From an optimization exercise on the open Yosys and OpenROAD flow, aimed at small area and a short achievable clock period; shortcuts taken in it are not production practice.
RTL that was checked went through simulation tests only; none was proved equivalent to the original.
Power is estimated from default activity; no workload was simulated.

main:
## zorder_core
module zorder_core #(
    parameter D = 4
) (
    input  wire            clk,
    input  wire [3:0]      cmd,
    input  wire [63:0]     a,
    input  wire [63:0]     b,
    input  wire [D*64-1:0] p,
    input  wire [D*64-1:0] q,
    output wire [63:0]     res
);
==> flow/config.mk <==
export PLATFORM = sky130hd
export DESIGN_NAME = zorder_core
export DESIGN_NICKNAME = zorder_core
export VERILOG_FILES = /design/flow/design.v
export SDC_FILE = /design/flow/constraint.sdc
export NUM_CORES = 4
export LEC_CHECK = 0
export CAP_MARGIN = 20
export CORE_MARGIN = 2
export CORE_UTILIZATION = 35
export SLEW_MARGIN = 20
export TNS_END_PERCENT = 0
==> flow/constraint.sdc <==
create_clock -name core_clock -period 16.0 [get_ports {clk}]
set_input_delay 3.2000 -clock core_clock [delete_from_list [all_inputs] [get_ports {clk}]]
set_output_delay 3.2000 -clock core_clock [all_outputs]
set_load 0.01 [all_outputs]
standard.sh (not shown) runs the stock make flow with config.mk's settings and CLKGATE_MAP_FILE= SYNTH_SCRIPT=/design/flow/synth_recipe.tcl, a recipe that flattens the netlist after the stock synthesis.
==> flow/flow/run.sh <==
#!/bin/bash
# Standard layout, with these changes:
# - synthesis (flow/synth_fast.tcl, otherwise the standard flow's synthesis script) has
#   ABC map the logic with a delay target of 4000 ps using yosys's own ABC
#   script, and leaves adders to ABC (ADDER_MAP_FILE empty);
# - the smallest plain buffer on every port;
# - timing repair aims for 9 ns of setup slack, on the worst path only.
set -euo pipefail
export ADDER_MAP_FILE=
export FAST_ABC_D=4000
export BUFFER_PORTS_ARGS="-buffer_cell sky130_fd_sc_hd__buf_1"
export SETUP_SLACK_MARGIN=9
sed "s#SYNTH_SCRIPT=[^ ]*#SYNTH_SCRIPT=$PWD/flow/synth_fast.tcl#" standard.sh > standard_fast.sh
bash standard_fast.sh > standard_flow.log 2>&1
==> flow/flow/synth_fast.tcl <==
# The standard flow's synthesis script, with ABC mapping the logic against a delay
# target (yosys's own ABC script with -D) instead of ORFS's speed script.
proc abc {args} {
  set a {}
  set skip 0
  foreach x $args {
    if { $skip } { set skip 0; continue }
    if { $x eq "-script" } { set skip 1; continue }
    lappend a $x
  }
  yosys abc {*}$a -D $::env(FAST_ABC_D)
}
proc synth {args} { yosys synth -nofsm -noshare {*}$args }
source $::env(SCRIPTS_DIR)/synth.tcl
# left out here: clear keep_hierarchy, flatten, clean up, hide names made inside functions, write 1_2_yosys.v
Having completed the whole flow, main delivered a layout that passed the timing, DRC and antenna checks.
Modified inputs, the feature branch compared to main
--- a/flow/design.v
+++ b/flow/design.v
@@ -78,22 +78,21 @@
     input  wire        w,
     input  wire [63:0] p,
     input  wire [63:0] q,
     output wire [10:0] emax,
     output wire [11:0] t,
     output wire        same_mag,
     output wire [10:0] pre,       
     output wire        lt_same,   
     output wire        pneg,
     output wire        qneg,
-    output wire        qnan,
-    output wire [5:0]  msb        
+    output wire        qnan
 );
     wire        ps, qs, pnan, pz, qz, psent, qsent, pge, peq, qge, qeq;
     wire [10:0] praw, qraw, qre;
     zc_decode u_dp (.w(w), .x(p), .sign(ps), .raw(praw), .re(pre), .sent(psent),
                     .nan(pnan), .zero(pz), .ge_bias(pge), .eq_bias(peq));
     zc_decode u_dq (.w(w), .x(q), .sign(qs), .raw(qraw), .re(qre), .sent(qsent),
                     .nan(qnan), .zero(qz), .ge_bias(qge), .eq_bias(qeq));
     assign pneg = ~pnan & ps & ~pz;
     assign qneg = ~qnan & qs & ~qz;
     wire [63:0] x = p ^ q;
@@ -124,25 +123,20 @@
     wire        selp = egt & ~psent;
     wire        selq = ~egt & ~qsent;
     wire        selb = egt ? psent : qsent;
     wire        spd = selp & w, sps = selp & ~w, sqd = selq & w, sqs = selq & ~w;
     assign emax = ({11{spd}} & p[62:52]) | ({11{sqd}} & q[62:52]) |
                        ({11{sps}} & {3'b000, p[30:23]}) | ({11{sqs}} & {3'b000, q[30:23]}) |
                        ({11{selb}} & {1'b0, w, w, w, 7'h7F});
     wire       sx_nz = vH | (w & vM) | vL;
     wire [5:0] lg = vH       ? ({1'b0, pH} + 6'd31) :
                     (w & vM) ? ({3'b000, pM} + 6'd23) : {1'b0, pL};
-    wire       xtop = w ? x[63] : x[31];
-    assign msb = xtop      ? {w, 5'd31} :
-                 vE        ? ({2'b00, pE} + 6'd52) :
-                 vH        ? ({1'b0, pH} + 6'd31) :
-                 vM        ? ({3'b000, pM} + 6'd23) : {1'b0, pL};
     generate
         if (SCALAR) begin : g_scalar
             wire [11:0] cH, cM, cL;
             zc_add #(.N(12)) u_ch (.a({7'd0, pH}), .b(12'hBEC), .ci(1'b0), .s(cH));    
             zc_add #(.N(12)) u_cm (.a({9'd0, pM}), .b(12'hBE4), .ci(1'b0), .s(cM));    
             zc_add #(.N(12)) u_cl (.a({7'd0, pL}), .b(w ? 12'hBCD : 12'hF6A), .ci(1'b0), .s(cL));
             wire [11:0] lgc = vH ? cH : (w & vM) ? cM : cL;
             assign t = (eeq & sx_nz) ? lgc : (w ? 12'hC01 : 12'hF81);
         end else begin : g_key
             assign t = {6'd0, (eeq & sx_nz) ? lg : (w ? 6'd52 : 6'd23)};
@@ -206,21 +200,21 @@
     wire [3:0] nd, ltx;
     genvar g;
     generate
         for (g = 0; g < 4; g = g + 1) begin : g_axis
             wire [10:0] emax, pre_unused;
             wire [11:0] t;
             wire        sm, pn, qn, qnan;
             zc_pair u_pair (
                 .w(w), .p(p[g*64 +: 64]), .q(q[g*64 +: 64]),
                 .emax(emax), .t(t), .same_mag(sm), .pre(pre_unused), .lt_same(lt[g]),
-                .pneg(pn), .qneg(qn), .qnan(qnan), .msb()
+                .pneg(pn), .qneg(qn), .qnan(qnan)
             );
             wire [6:0] lo;
             zc_add #(.N(7)) u_lo (.a({1'b0, emax[5:0]}), .b({1'b0, t[5:0]}), .ci(1'b0), .s(lo));
             assign kt[g*13 +: 13] = {~sm, emax[10:6], lo};
             assign nd[g]  = pn ^ qn;
             assign ltx[g] = pn & ~qnan;
         end
     endgenerate
     assign dec  = |nd;
     assign dval = nd[3] ? ltx[3] :
@@ -269,30 +263,30 @@
     input  wire [D*64-1:0] p,
     input  wire [D*64-1:0] q,
     output wire [63:0]     res
 );
     wire       w = cmd[3];
     wire [2:0] c = cmd[2:0];
     wire [10:0] emax, are;
     wire [11:0] t;
     wire        same_mag;
     wire        u0, u1, u2, u3;
-    wire [63:0] bz = b & {64{c != 3'd3}};
-    wire [5:0]  lg;
     zc_pair #(.SCALAR(1)) u_ab (
-        .w(w), .p(a), .q(bz), .msb(lg), .emax(emax), .t(t), .same_mag(same_mag), .pre(are),
+        .w(w), .p(a), .q(b), .emax(emax), .t(t), .same_mag(same_mag), .pre(are),
         .lt_same(u0), .pneg(u1), .qneg(u2), .qnan(u3)
     );
     wire [11:0] ev;
     zc_add #(.N(12)) u_ev (.a({1'b0, are}), .b(w ? 12'hC01 : 12'hF81), .ci(1'b0), .s(ev));
     wire [6:0] ylo;
     zc_add #(.N(7)) u_ylo (.a({1'b0, emax[5:0]}), .b({1'b0, t[5:0]}), .ci(1'b0), .s(ylo));
+    wire [5:0] lg;
+    zc_log2_64 u_lg (.x({a[63:32] & {32{w}}, a[31:0]}), .y(lg));
     wire [51:0] kt;
     wire [3:0]  lt;
     wire        dec, dval;
     zc_less_axes u_axes (.w(w), .p(p), .q(q), .kt(kt), .lt(lt), .dec(dec), .dval(dval));
     reg [63:0] result;
     reg        sum;
     always @* begin
         sum = 1'b0;
         case (c)
             3'd0:    result = {a[63:32] & {32{w}}, a[31:0]};
Findings:
For the number of global-route vias before repair, the feature branch came in 732 lower than main did. On the feature branch: global-route usage is 1.7 points lower than what main gave. Reported for the feature branch and main, count of buffering cells on the critical path with inverters included turned out identical to the last digit. The feature branch vs main on share of total power in the clock network: the feature branch is the higher one. main → the feature branch: filler cell count saw an increase; maximum number of pins on one net before global-route repair saw a decrease; maximum frequency saw a decrease; layout-stage area growth over the synthesis result saw a decrease; met2 layer usage reported by global route saw a decrease. Sum of internal, switching and leakage power: the feature branch lower than main. Critical path depth: the feature branch < main. Looking at met3 wire length, the feature branch sits 20% below main.

* * *

zorder_core, a different RTL version from the one above (not shown whole).
Size: ~3300 cells after synthesis, roughly 710 I/O pins, about 23000 um2 of cells after synthesis.
==> module zc_msb, before the edit <==
module zc_msb #(
    parameter N = 64,
    parameter P = ((N <= 2) ? 1 : (N <= 4) ? 2 : (N <= 8) ? 3 : (N <= 16) ? 4 : (N <= 32) ? 5 : (N <= 64) ? 6 : 7)
) (
    input  wire [N-1:0] x,
    input  wire [N-1:0] a,
    output wire         v,
    output wire         g,
    output wire [P-1:0] pos
);
    generate
        if (N == 1) begin : g_leaf
            assign v   = x[0];
            assign g   = x[0] & a[0];
            assign pos = 1'b0;
        end else if (N == 2) begin : g_two
            assign v   = x[1] | x[0];
            assign g   = x[1] ? a[1] : (x[0] & a[0]);
            assign pos = x[1];
        end else begin : g_node
            localparam L  = 1 << (P - 1);      
            localparam H  = N - L;             
            localparam PH = ((H <= 2) ? 1 : (H <= 4) ? 2 : (H <= 8) ? 3 : (H <= 16) ? 4 : (H <= 32) ? 5 : (H <= 64) ? 6 : 7);
            wire          vh, gh, vl, gl;
            wire [PH-1:0] ph;
            wire [P-2:0]  pl;
            zc_msb #(.N(H)) u_h (.x(x[N-1:L]), .a(a[N-1:L]), .v(vh), .g(gh), .pos(ph));
            zc_msb #(.N(L)) u_l (.x(x[L-1:0]), .a(a[L-1:0]), .v(vl), .g(gl), .pos(pl));
            wire [P-2:0] phx = ph;             
            assign v   = vh | vl;
            assign g   = vh ? gh : gl;
            assign pos = vh ? {1'b1, phx} : {1'b0, pl};
        end
    endgenerate
endmodule
Settings: LEC_CHECK=0, CAP_MARGIN=20, CORE_MARGIN=2, CORE_UTILIZATION=35, SLEW_MARGIN=20, TNS_END_PERCENT=0; clock period 16.0 ns.
==> flow/flow/run.sh <==
#!/bin/bash
# Standard layout, with three changes:
# - synthesis leaves adders to ABC instead of mapping them onto the
#   library's half/full-adder cells (ADDER_MAP_FILE empty);
# - the smallest plain buffer on every port;
# - timing repair aims for 9 ns of setup slack, on the worst path only.
set -euo pipefail
export ADDER_MAP_FILE=
export BUFFER_PORTS_ARGS="-buffer_cell sky130_fd_sc_hd__buf_1"
export SETUP_SLACK_MARGIN=9
bash standard.sh > standard_flow.log 2>&1
Rerun with:
--- a/flow/design.v
+++ b/flow/design.v
@@ -45,11 +45,11 @@
             assign v   = x[0];
             assign g   = x[0] & a[0];
             assign pos = 1'b0;
         end else if (N == 2) begin : g_two
             assign v   = x[1] | x[0];
-            assign g   = x[1] ? a[1] : (x[0] & a[0]);
+            assign g   = (x[1] & a[1]) | (~x[1] & x[0] & a[0]);
             assign pos = x[1];
         end else begin : g_node
             localparam L  = 1 << (P - 1);      
             localparam H  = N - L;             
             localparam PH = ((H <= 2) ? 1 : (H <= 4) ? 2 : (H <= 8) ? 3 : (H <= 16) ? 4 : (H <= 32) ? 5 : (H <= 64) ? 6 : 7);
@@ -58,11 +58,11 @@
             wire [P-2:0]  pl;
             zc_msb #(.N(H)) u_h (.x(x[N-1:L]), .a(a[N-1:L]), .v(vh), .g(gh), .pos(ph));
             zc_msb #(.N(L)) u_l (.x(x[L-1:0]), .a(a[L-1:0]), .v(vl), .g(gl), .pos(pl));
             wire [P-2:0] phx = ph;             
             assign v   = vh | vl;
-            assign g   = vh ? gh : gl;
+            assign g   = gh | (~vh & gl);
             assign pos = vh ? {1'b1, phx} : {1'b0, pl};
         end
     endgenerate
 endmodule
 module zc_log2_64 (
The changed run completed with no timing, DRC or antenna violations. Core utilization drops by 0.43 points. First-iteration DRC count goes up by roughly a tenth. Final cell count is lower slightly. Clock power fell by a few percent. Synthesized cell count fell slightly. Worst hold slack is better by 49 ps.
No functional check of the RTL was part of the second run of this note.

* * *

zorder_core, a different RTL version from the one above (not shown whole).
For scale: about 3,400 cells after synthesis, roughly 120 flip-flops, ~24,000 um^2 of cells after synthesis.
==> module zc_less_axes, before the edit <==
module zc_less_axes (
    input  wire         w,
    input  wire [255:0] p,
    input  wire [255:0] q,
    output wire [51:0]  k,       
    output wire [3:0]   lt,      
    output wire         dec,     
    output wire         dval     
);
    wire [3:0] nd, ltx;
    genvar g;
    generate
        for (g = 0; g < 4; g = g + 1) begin : g_axis
            wire [11:0] key;
            wire        sm, pn, qn, qnan;
            wire [10:0] pre_unused;
            zc_pair u_pair (
                .w(w), .p(p[g*64 +: 64]), .q(q[g*64 +: 64]),
                .key(key), .same_mag(sm), .pre(pre_unused), .lt_same(lt[g]),
                .pneg(pn), .qneg(qn), .qnan(qnan)
            );
            assign k[g*13 +: 13] = {~sm, key};
            assign nd[g]  = pn ^ qn;
            assign ltx[g] = pn & ~qnan;
        end
    endgenerate
    assign dec  = |nd;
    assign dval = nd[3] ? ltx[3] :
                  nd[2] ? ltx[2] :
                  nd[1] ? ltx[1] : ltx[0];
endmodule
==> module zc_less_pick, before the edit <==
module zc_less_pick (
    input  wire [51:0] k,
    input  wire [3:0]  lt,
    input  wire        dec,
    input  wire        dval,
    output wire        less
);
    wire gt10, eq10, gt20, eq20, gt30, eq30, gt21, eq21, gt31, eq31, gt32, eq32;
    zc_ucmp #(.N(13)) c10 (.a(k[25:13]), .b(k[12:0]),  .gt(gt10), .eq(eq10));
    zc_ucmp #(.N(13)) c20 (.a(k[38:26]), .b(k[12:0]),  .gt(gt20), .eq(eq20));
    zc_ucmp #(.N(13)) c30 (.a(k[51:39]), .b(k[12:0]),  .gt(gt30), .eq(eq30));
    zc_ucmp #(.N(13)) c21 (.a(k[38:26]), .b(k[25:13]), .gt(gt21), .eq(eq21));
    zc_ucmp #(.N(13)) c31 (.a(k[51:39]), .b(k[25:13]), .gt(gt31), .eq(eq31));
    zc_ucmp #(.N(13)) c32 (.a(k[51:39]), .b(k[38:26]), .gt(gt32), .eq(eq32));
    wire ge10 = gt10 | eq10, ge20 = gt20 | eq20, ge30 = gt30 | eq30;
    wire ge21 = gt21 | eq21, ge31 = gt31 | eq31, ge32 = gt32 | eq32;
    wire win3 = ge32 & ge31 & ge30;
    wire win2 = ~ge32 & ge21 & ge20;
    wire win1 = ~ge31 & ~ge21 & ge10;
    wire win0 = ~ge30 & ~ge20 & ~ge10;
    wire lsel = (win3 & lt[3]) | (win2 & lt[2]) | (win1 & lt[1]) | (win0 & lt[0]);
    assign less = dec ? dval : lsel;
endmodule
==> module zorder_core, before the edit <==
module zorder_core #(
    parameter D = 4
) (
    input  wire            clk,
    input  wire [3:0]      cmd,
    input  wire [63:0]     a,
    input  wire [63:0]     b,
    input  wire [D*64-1:0] p,
    input  wire [D*64-1:0] q,
    output wire [63:0]     res
);
    wire       w = cmd[3];
    wire [2:0] c = cmd[2:0];
    wire [11:0] key;
    wire        same_mag;
    wire [10:0] are;
    wire        u0, u1, u2, u3;
    zc_pair u_ab (
        .w(w), .p(a), .q(b), .key(key), .same_mag(same_mag), .pre(are),
        .lt_same(u0), .pneg(u1), .qneg(u2), .qnan(u3)
    );
    wire        isxm = c[2];
    wire [11:0] sv_in  = isxm ? key : {1'b0, are};
    wire [11:0] sv_neg = w ? (isxm ? 12'hBCD : 12'hC01) : (isxm ? 12'hF6A : 12'hF81);
    wire [11:0] sv;
    zc_add #(.N(12)) u_sv (.a(sv_in), .b(sv_neg), .ci(1'b0), .s(sv));
    wire        s  = sv[11];
    wire [5:0] lg;
    zc_log2_64 u_lg (.x({a[63:32] & {32{w}}, a[31:0]}), .y(lg));
    wire [51:0] k;
    wire [3:0]  lt;
    wire        dec, dval;
    zc_less_axes u_axes (.w(w), .p(p), .q(q), .k(k), .lt(lt), .dec(dec), .dval(dval));
    reg [63:0] result;
    always @* begin
        case (c)
            3'd0:    result = {a[63:32] & {32{w}}, a[31:0]};
            3'd1:    result = {{52{s}}, sv};
            3'd2:    result = {12'd0, a[51:23] & {29{w}}, a[22:0]};
            3'd3:    result = {58'd0, lg};
            3'd4:    result = same_mag ? 64'hFFFFFFFF80000000 : {{52{s}}, sv};
            default: result = 64'd0;    
        endcase
    end
    reg [63:0] r_res;
    reg        r_isless;
    reg [51:0] r_k;
    reg [3:0]  r_lt;
    reg        r_dec, r_dval;
    always @(posedge clk) begin
        r_res    <= result;
        r_isless <= (c == 3'd5);
        r_k      <= k;
        r_lt     <= lt;
        r_dec    <= dec;
        r_dval   <= dval;
    end
    wire less;
    zc_less_pick u_pick (.k(r_k), .lt(r_lt), .dec(r_dec), .dval(r_dval), .less(less));
    assign res = {r_res[63:1], r_isless ? less : r_res[0]};
endmodule
export LEC_CHECK = 0
export CAP_MARGIN = 20
export CORE_MARGIN = 2
export CORE_UTILIZATION = 35
export SLEW_MARGIN = 20
create_clock -name core_clock -period 16.0 [get_ports {clk}]
run.sh (not shown) runs the stock make flow with config.mk's settings and CLKGATE_MAP_FILE= SYNTH_SCRIPT=/design/flow/synth_recipe.tcl, a recipe that flattens the netlist after the stock synthesis.
Stock flow here: none of the scripts above is used.
Next try:
--- a/flow/design.v
+++ b/flow/design.v
@@ -168,18 +168,16 @@
     wire [((N <= 1) ? 1 : $clog2(N))-1:0] pos;
     zc_msb #(.N(N)) u (.x(a ^ b), .a(a), .v(v), .g(gt), .pos(pos));
     assign eq = ~v;
 endmodule
-module zc_less_axes (
+module zc_less (
     input  wire         w,
     input  wire [255:0] p,
     input  wire [255:0] q,
-    output wire [51:0]  k,       
-    output wire [3:0]   lt,      
-    output wire         dec,     
-    output wire         dval     
-);
-    wire [3:0] nd, ltx;
+    output wire         less
+);
+    wire [51:0] k;
+    wire [3:0]  lt, nd, ltx;
     genvar g;
     generate
         for (g = 0; g < 4; g = g + 1) begin : g_axis
             wire [11:0] key;
@@ -194,20 +192,8 @@
             assign nd[g]  = pn ^ qn;
             assign ltx[g] = pn & ~qnan;
         end
     endgenerate
-    assign dec  = |nd;
-    assign dval = nd[3] ? ltx[3] :
-                  nd[2] ? ltx[2] :
-                  nd[1] ? ltx[1] : ltx[0];
-endmodule
-module zc_less_pick (
-    input  wire [51:0] k,
-    input  wire [3:0]  lt,
-    input  wire        dec,
-    input  wire        dval,
-    output wire        less
-);
     wire gt10, eq10, gt20, eq20, gt30, eq30, gt21, eq21, gt31, eq31, gt32, eq32;
     zc_ucmp #(.N(13)) c10 (.a(k[25:13]), .b(k[12:0]),  .gt(gt10), .eq(eq10));
     zc_ucmp #(.N(13)) c20 (.a(k[38:26]), .b(k[12:0]),  .gt(gt20), .eq(eq20));
     zc_ucmp #(.N(13)) c30 (.a(k[51:39]), .b(k[12:0]),  .gt(gt30), .eq(eq30));
@@ -220,9 +206,12 @@
     wire win2 = ~ge32 & ge21 & ge20;
     wire win1 = ~ge31 & ~ge21 & ge10;
     wire win0 = ~ge30 & ~ge20 & ~ge10;
     wire lsel = (win3 & lt[3]) | (win2 & lt[2]) | (win1 & lt[1]) | (win0 & lt[0]);
-    assign less = dec ? dval : lsel;
+    assign less = nd[3] ? ltx[3] :
+                  nd[2] ? ltx[2] :
+                  nd[1] ? ltx[1] :
+                  nd[0] ? ltx[0] : lsel;
 endmodule
 module zorder_core #(
     parameter D = 4
 ) (
@@ -231,9 +220,9 @@
     input  wire [63:0]     a,
     input  wire [63:0]     b,
     input  wire [D*64-1:0] p,
     input  wire [D*64-1:0] q,
-    output wire [63:0]     res
+    output reg  [63:0]     res
 );
     wire       w = cmd[3];
     wire [2:0] c = cmd[2:0];
     wire [11:0] key;
@@ -251,36 +240,21 @@
     zc_add #(.N(12)) u_sv (.a(sv_in), .b(sv_neg), .ci(1'b0), .s(sv));
     wire        s  = sv[11];
     wire [5:0] lg;
     zc_log2_64 u_lg (.x({a[63:32] & {32{w}}, a[31:0]}), .y(lg));
-    wire [51:0] k;
-    wire [3:0]  lt;
-    wire        dec, dval;
-    zc_less_axes u_axes (.w(w), .p(p), .q(q), .k(k), .lt(lt), .dec(dec), .dval(dval));
+    wire less;
+    zc_less u_less (.w(w), .p(p), .q(q), .less(less));
     reg [63:0] result;
     always @* begin
         case (c)
             3'd0:    result = {a[63:32] & {32{w}}, a[31:0]};
             3'd1:    result = {{52{s}}, sv};
             3'd2:    result = {12'd0, a[51:23] & {29{w}}, a[22:0]};
             3'd3:    result = {58'd0, lg};
             3'd4:    result = same_mag ? 64'hFFFFFFFF80000000 : {{52{s}}, sv};
+            3'd5:    result = {63'd0, less};
             default: result = 64'd0;    
         endcase
     end
-    reg [63:0] r_res;
-    reg        r_isless;
-    reg [51:0] r_k;
-    reg [3:0]  r_lt;
-    reg        r_dec, r_dval;
-    always @(posedge clk) begin
-        r_res    <= result;
-        r_isless <= (c == 3'd5);
-        r_k      <= k;
-        r_lt     <= lt;
-        r_dec    <= dec;
-        r_dval   <= dval;
-    end
-    wire less;
-    zc_less_pick u_pick (.k(r_k), .lt(r_lt), .dec(r_dec), .dval(r_dval), .less(less));
-    assign res = {r_res[63:1], r_isless ? less : r_res[0]};
-endmodule
+    always @(posedge clk)
+        res <= result;
+endmodule
After rerunning:
- setup slack degrades by 0.61 ns
- die area went down by 9.5%
- clock power went down by 43%
- combinational power barely changes
- final cell count went down by 6.0%
Function was not checked in any run of this note: the RTL went through the layout flow alone.

==> what the ideal ports hide <==
The flow's constraints put no driver on any port. The routed layouts listed below were extracted and timed again, unchanged, in two steps.
Step 1 (the two cells are an assumption about what drives the block):
set clk [get_ports {clk}]
set_driving_cell -lib_cell sky130_fd_sc_hd__clkbuf_16 $clk
set_driving_cell -lib_cell sky130_fd_sc_hd__buf_2 [delete_from_list [all_inputs] $clk]
Step 2 times the ports against the registers' clock, not the clock port: input delays grow and output delays shrink by t, the midpoint of the rising clock arrivals with the driver on.
a / b / c = ideal / step 1 / step 2; a / b = the first two.
run | t, ns | setup slack, ns | pins driven straight from the clock port
main | 0.386 | 8.825 / 8.824 / 8.438 | 1
the feature branch | 0.399 | 8.383 / 8.333 / 8.080 | 1
the first run of note 2 | 0.520 | 8.723 / 8.665 / 8.374 | 1
the second run of note 2 | 0.494 | 8.307 / 8.253 / 8.433 | 1
the first run of note 3 | 0.502 | 5.077 / 5.113 / 4.611 | 1
the second run of note 3 | 0.397 | 4.471 / 4.466 / 4.070 | 1
After both steps setup and hold are still met in every run listed. For the first run of note 3, which loses most, drivers alone change the setup slack by +0.036 ns; drivers and shift together by -0.466 ns.
